This is an optimization exercise on Yosys and OpenROAD, whose aim is small area, not a production implementation. The RTL was checked by simulation tests, not by an equivalence proof against the original design. The flow treats the clock pin as an ideal source. Dropping or thinning the clock tree relies on that and would not hold on a real chip. Power figures rest on the tool's default switching activity, not on a simulated workload.

old:
Design bbm_bridge, start of the top module:
module bbm_bridge (
    input  wire       clk,
    input  wire       rst,
    input  wire       in_valid,
    input  wire [7:0] in_data,
    output wire       in_ready,
    output reg        out_valid,
    output reg  [7:0] out_data,
    input  wire       out_ready,
    output reg        scl_oe,
    output reg        sda_oe,
    input  wire       sda_i,
    output reg        spi_cs_n,
    output reg        spi_sck,
    output reg        spi_mosi,
    input  wire       spi_miso
);
    localparam [4:0] H_CMD = 5'd0, H_OP = 5'd1, H_ALEN = 5'd2, H_DEV = 5'd3,
                     H_AH = 5'd4, H_AL = 5'd5, H_LEN = 5'd6,
                     I_START = 5'd7, I_DEV0 = 5'd8, X_AH = 5'd9, X_AL = 5'd10,
                     I_RSTART = 5'd11, I_DEV1 = 5'd12,
                     X_READ = 5'd13, X_PUT = 5'd14, X_NEXT = 5'd15, X_DATA = 5'd16,
                     X_END = 5'd17, I_SETTLE = 5'd18,
                     S_CSA1 = 5'd19, S_WREN = 5'd20, S_CSD1 = 5'd21, S_CSA2 = 5'd22,
                     S_CMD = 5'd23, S_PCSA = 5'd24, S_RDSR = 5'd25, S_SAVE = 5'd26,
                     S_PCSD = 5'd27, S_CHECK = 5'd28;
    localparam [2:0] E_IDLE = 3'd0, E_PRE = 3'd1, E_A = 3'd2, E_B = 3'd3,
  ...
For scale: roughly 410 cells after synthesis, about 29 I/O pins, about 3500 um2 of cells after synthesis.
Settings: LEC_CHECK=0, ABC_AREA=1, CAP_MARGIN=0, CORE_MARGIN=2, CORE_UTILIZATION=70, SLEW_MARGIN=0; clock period 10.0 ns.
standard.sh (not shown) runs the stock make flow with config.mk's settings and CLKGATE_MAP_FILE= SYNTH_SCRIPT=/design/flow/synth_recipe.tcl, a recipe that flattens the netlist after the stock synthesis.
==> flow/flow/run.sh <==
#!/bin/bash
# Standard ORFS layout with three changes: a stronger ABC area script for
# the combinational logic, ports buffered with the smallest buffer, and a
# four-buffer clock tree in place of ORFS's H-tree.
set -euo pipefail
here=$(pwd)
export BBM_ABC_SCRIPT="$here/flow/abc_area.script"
export BUFFER_PORTS_ARGS="-buffer_cell sky130_fd_sc_hd__buf_1"
export PRE_CTS_TCL="$here/flow/clock_tree.tcl"
cat flow/abc_override.tcl synth_recipe.tcl > my_synth.tcl
sed "s#$here/synth_recipe.tcl#$here/my_synth.tcl#g" standard.sh > my_standard.sh
grep -q my_synth.tcl my_standard.sh
bash my_standard.sh > "$here/standard.log" 2>&1
==> flow/flow/abc_area.script <==
strash
&get -n
&deepsyn -T 10
&put
dch -f
amap -F 10 -A 30 -C 1000
topo
stime -c
Other scripts of this flow, unchanged in this note and not shown: flow/flow/abc_override.tcl, flow/flow/clock_tree.tcl
old reached the final stage; the timing, DRC and antenna checks on its layout passed.
#### Input delta (new over old)
# old
export LEC_CHECK = 0
export ABC_AREA = 1
export CAP_MARGIN = 0
export CORE_MARGIN = 2
export CORE_UTILIZATION = 70
export SLEW_MARGIN = 0
create_clock -name core_clock -period 10.0 [get_ports {clk}]
# new
export LEC_CHECK = 0
export ABC_AREA = 1
export CAP_MARGIN = 20
export CORE_MARGIN = 2
export CORE_UTILIZATION = 70
export SLEW_MARGIN = 20
create_clock -name core_clock -period 10.0 [get_ports {clk}]
==> flow/flow/abc_area.script <==
strash
&get -n
&deepsyn -T 10
&put
dch -f
amap
topo
stime -c
Notes after the runs:
- new ran to completion and came out clean on the timing, DRC and antenna checks.
- | headroom to the max-slew limit | new vs old | 21 points higher |
- Run comparison: old path type of the worst setup path reg -> reg; new path type of the worst setup path reg -> out
- new against old: total power +1.6%; area of combinational cells with multiple inputs picked up an extra 1.5%.
In every run of this note, the design's own scripts or RTL, not TritonCTS, make the clock network.

job 9616:
bbm_bridge, a different RTL version from the one above (not shown whole).
For scale: about 440 cells after synthesis, roughly 64 flip-flops, ~29 I/O pins.
Settings: LEC_CHECK=0, ABC_AREA=1, CAP_MARGIN=20, CORE_MARGIN=2, CORE_UTILIZATION=80, SLEW_MARGIN=20; clock period 10.0 ns.
==> flow/flow/abc_area.script <==
strash
&get -n
&deepsyn -T 10
&put
dch -f
amap
topo
stime -c
==> flow/flow/abc_override.tcl <==
# Map the combinational logic with a stronger area script than ORFS's
# abc_area.script; registers are mapped before ABC and stay as they are.
proc abc {args} {
  set i [lsearch -exact $args -script]
  if {$i >= 0} {
    set args [lreplace $args [expr {$i + 1}] [expr {$i + 1}] $::env(BBM_ABC_SCRIPT)]
  }
  yosys abc {*}$args
}
==> flow/flow/clock_tree.tcl <==
# Small clock tree: split the clock sinks into N groups by location and
# drive each group from one clock buffer placed at the group's centre.
proc bbm_clock_tree {ncl cell} {
  set block [ord::get_db_block]
  set clknet [$block findNet clk]
  set sinks {}
  foreach it [$clknet getITerms] {
    set inst [$it getInst]
    set loc [$inst getLocation]
    lappend sinks [list [lindex $loc 0] [lindex $loc 1] "[$inst getName]/[[$it getMTerm] getName]"]
  }
  # recursive bisection along the longer side
  set groups [list $sinks]
  while {[llength $groups] < $ncl} {
    set big 0; set bi 0; set i 0
    foreach g $groups { if {[llength $g] > $big} {set big [llength $g]; set bi $i}; incr i }
    set g [lindex $groups $bi]
    set xs [lsort -integer [lmap s $g {lindex $s 0}]]
    set ys [lsort -integer [lmap s $g {lindex $s 1}]]
    set axis [expr {([lindex $xs end] - [lindex $xs 0]) >= ([lindex $ys end] - [lindex $ys 0]) ? 0 : 1}]
    set g [lsort -integer -index $axis $g]
    set h [expr {[llength $g] / 2}]
    set groups [lreplace $groups $bi $bi [lrange $g 0 [expr {$h - 1}]] [lrange $g $h end]]
  }
  set k 0
  foreach g $groups {
    set sx 0; set sy 0; set pins {}
    foreach s $g { incr sx [lindex $s 0]; incr sy [lindex $s 1]; lappend pins [get_pins [lindex $s 2]] }
    set n [llength $g]
    set cx [expr {$sx / $n / 1000.0}]; set cy [expr {$sy / $n / 1000.0}]
    insert_buffer -buffer_cell $cell -net clk -load_pins $pins -location [list $cx $cy] -buffer_name clkbuf_leaf_$k -net_name clknet_leaf_$k
    incr k
  }
}

# Replace ORFS's clock tree with the small one above: four leaf buffers,
# each driving a quarter of the registers, fed straight from the clock port.
rename clock_tree_synthesis bbm_orfs_clock_tree_synthesis
proc clock_tree_synthesis {args} {
  bbm_clock_tree 4 sky130_fd_sc_hd__clkbuf_8
  set_propagated_clock [all_clocks]
}
Scripts as last shown in full above: flow/flow/run.sh
No stage failed in job 9616, and the final checks on the layout all came back clean.
The following lists how job 370 was set up differently from job 9616:
- CORE_UTILIZATION: 80 -> 40
diff --git a/flow/flow/clock_tree.tcl b/flow/flow/clock_tree.tcl
--- a/flow/flow/clock_tree.tcl
+++ b/flow/flow/clock_tree.tcl
@@ -39,3 +39,3 @@
 proc clock_tree_synthesis {args} {
-  bbm_clock_tree 4 sky130_fd_sc_hd__clkbuf_8
+  bbm_clock_tree 4 sky130_fd_sc_hd__clkbuf_16
   set_propagated_clock [all_clocks]
Destination of the critical timing path: al[5] -> job 370, E[0] -> job 9616
Diff job 9616..job 370 | cell count of the worst reg-to-reg path | unchanged
Cell count for job 370: 11% up relative to job 9616
Delta (job 370 minus job 9616): post-route worst hold slack now larger; sequential share of layout area now smaller; met1 demand-to-capacity share in global routing now smaller; count of unresolved DRC violations after routing comparable.
Measured against job 9616, the number of well taps of job 370 comes out at 2.1 times the reference value.
In the metrics for job 9616 and job 370, the one carrying the lower cell area is job 9616.
Looking at job 9616 and job 370, the power in combinational cells is a wash.
The sequential share of power of job 370 is lower than that of job 9616.
Inputs modified between job 370 and job 2092:
- swapping 40 for 65 in CORE_UTILIZATION
diff --git a/flow/flow/clock_tree.tcl b/flow/flow/clock_tree.tcl
--- a/flow/flow/clock_tree.tcl
+++ b/flow/flow/clock_tree.tcl
@@ -39,3 +39,3 @@
 proc clock_tree_synthesis {args} {
-  bbm_clock_tree 4 sky130_fd_sc_hd__clkbuf_16
+  bbm_clock_tree 4 sky130_fd_sc_hd__clkbuf_8
   set_propagated_clock [all_clocks]
==> comparison <==
- Delta (job 2092 minus job 370): global-route track usage on met1 saw an increase, minimum period implied by the final worst setup slack now sits lower.
- Going from job 370 to job 2092, initial core utilization saw an increase; global-route wire length before repair decreased about 6%; internal power contribution shrank by 7.6%; sum of internal, switching and leakage power moved down; area of the die has decreased.
- Between job 370 and job 2092, the difference in final period utilization is negligible.
In every run of this note, the design's own scripts or RTL, not TritonCTS, make the clock network.

-- port drivers added, routing unchanged --
The results above use ideal ports. As a check the final layouts listed here were re-extracted and re-timed, cells and wires unchanged.
Step 1 (the two cells are an assumption about what drives the block):
set clk [get_ports {clk}]
set_driving_cell -lib_cell sky130_fd_sc_hd__clkbuf_16 $clk
set_driving_cell -lib_cell sky130_fd_sc_hd__buf_2 [delete_from_list [all_inputs] $clk]
Step 2 also shifts input and output timing later by t, the mid clock arrival at the registers, as if the neighbouring blocks saw the same clock.
a / b / c = no drivers / after step 1 / after step 2; a / b = the first two.
run | t (ns) | setup slack, ns | worst register clock-pin slew, ns | cell pins on the clock port's net
old | 0.226 | 4.520 / 4.520 / 4.520 | 0.12 / 0.12 | 4
new | 0.224 | 5.811 / 5.744 / 5.729 | 0.11 / 0.11 | 4
job 9616 | 0.220 | 5.325 / 5.325 / 5.325 | 0.11 / 0.11 | 4
job 370 | 0.224 | 5.239 / 5.238 / 5.238 | 0.08 / 0.08 | 4
job 2092 | 0.227 | 5.242 / 5.242 / 5.242 | 0.11 / 0.11 | 4
After both steps every run listed still meets setup and hold. For new, which loses most, drivers alone change the setup slack by -0.067 ns; drivers and shift together by -0.082 ns.
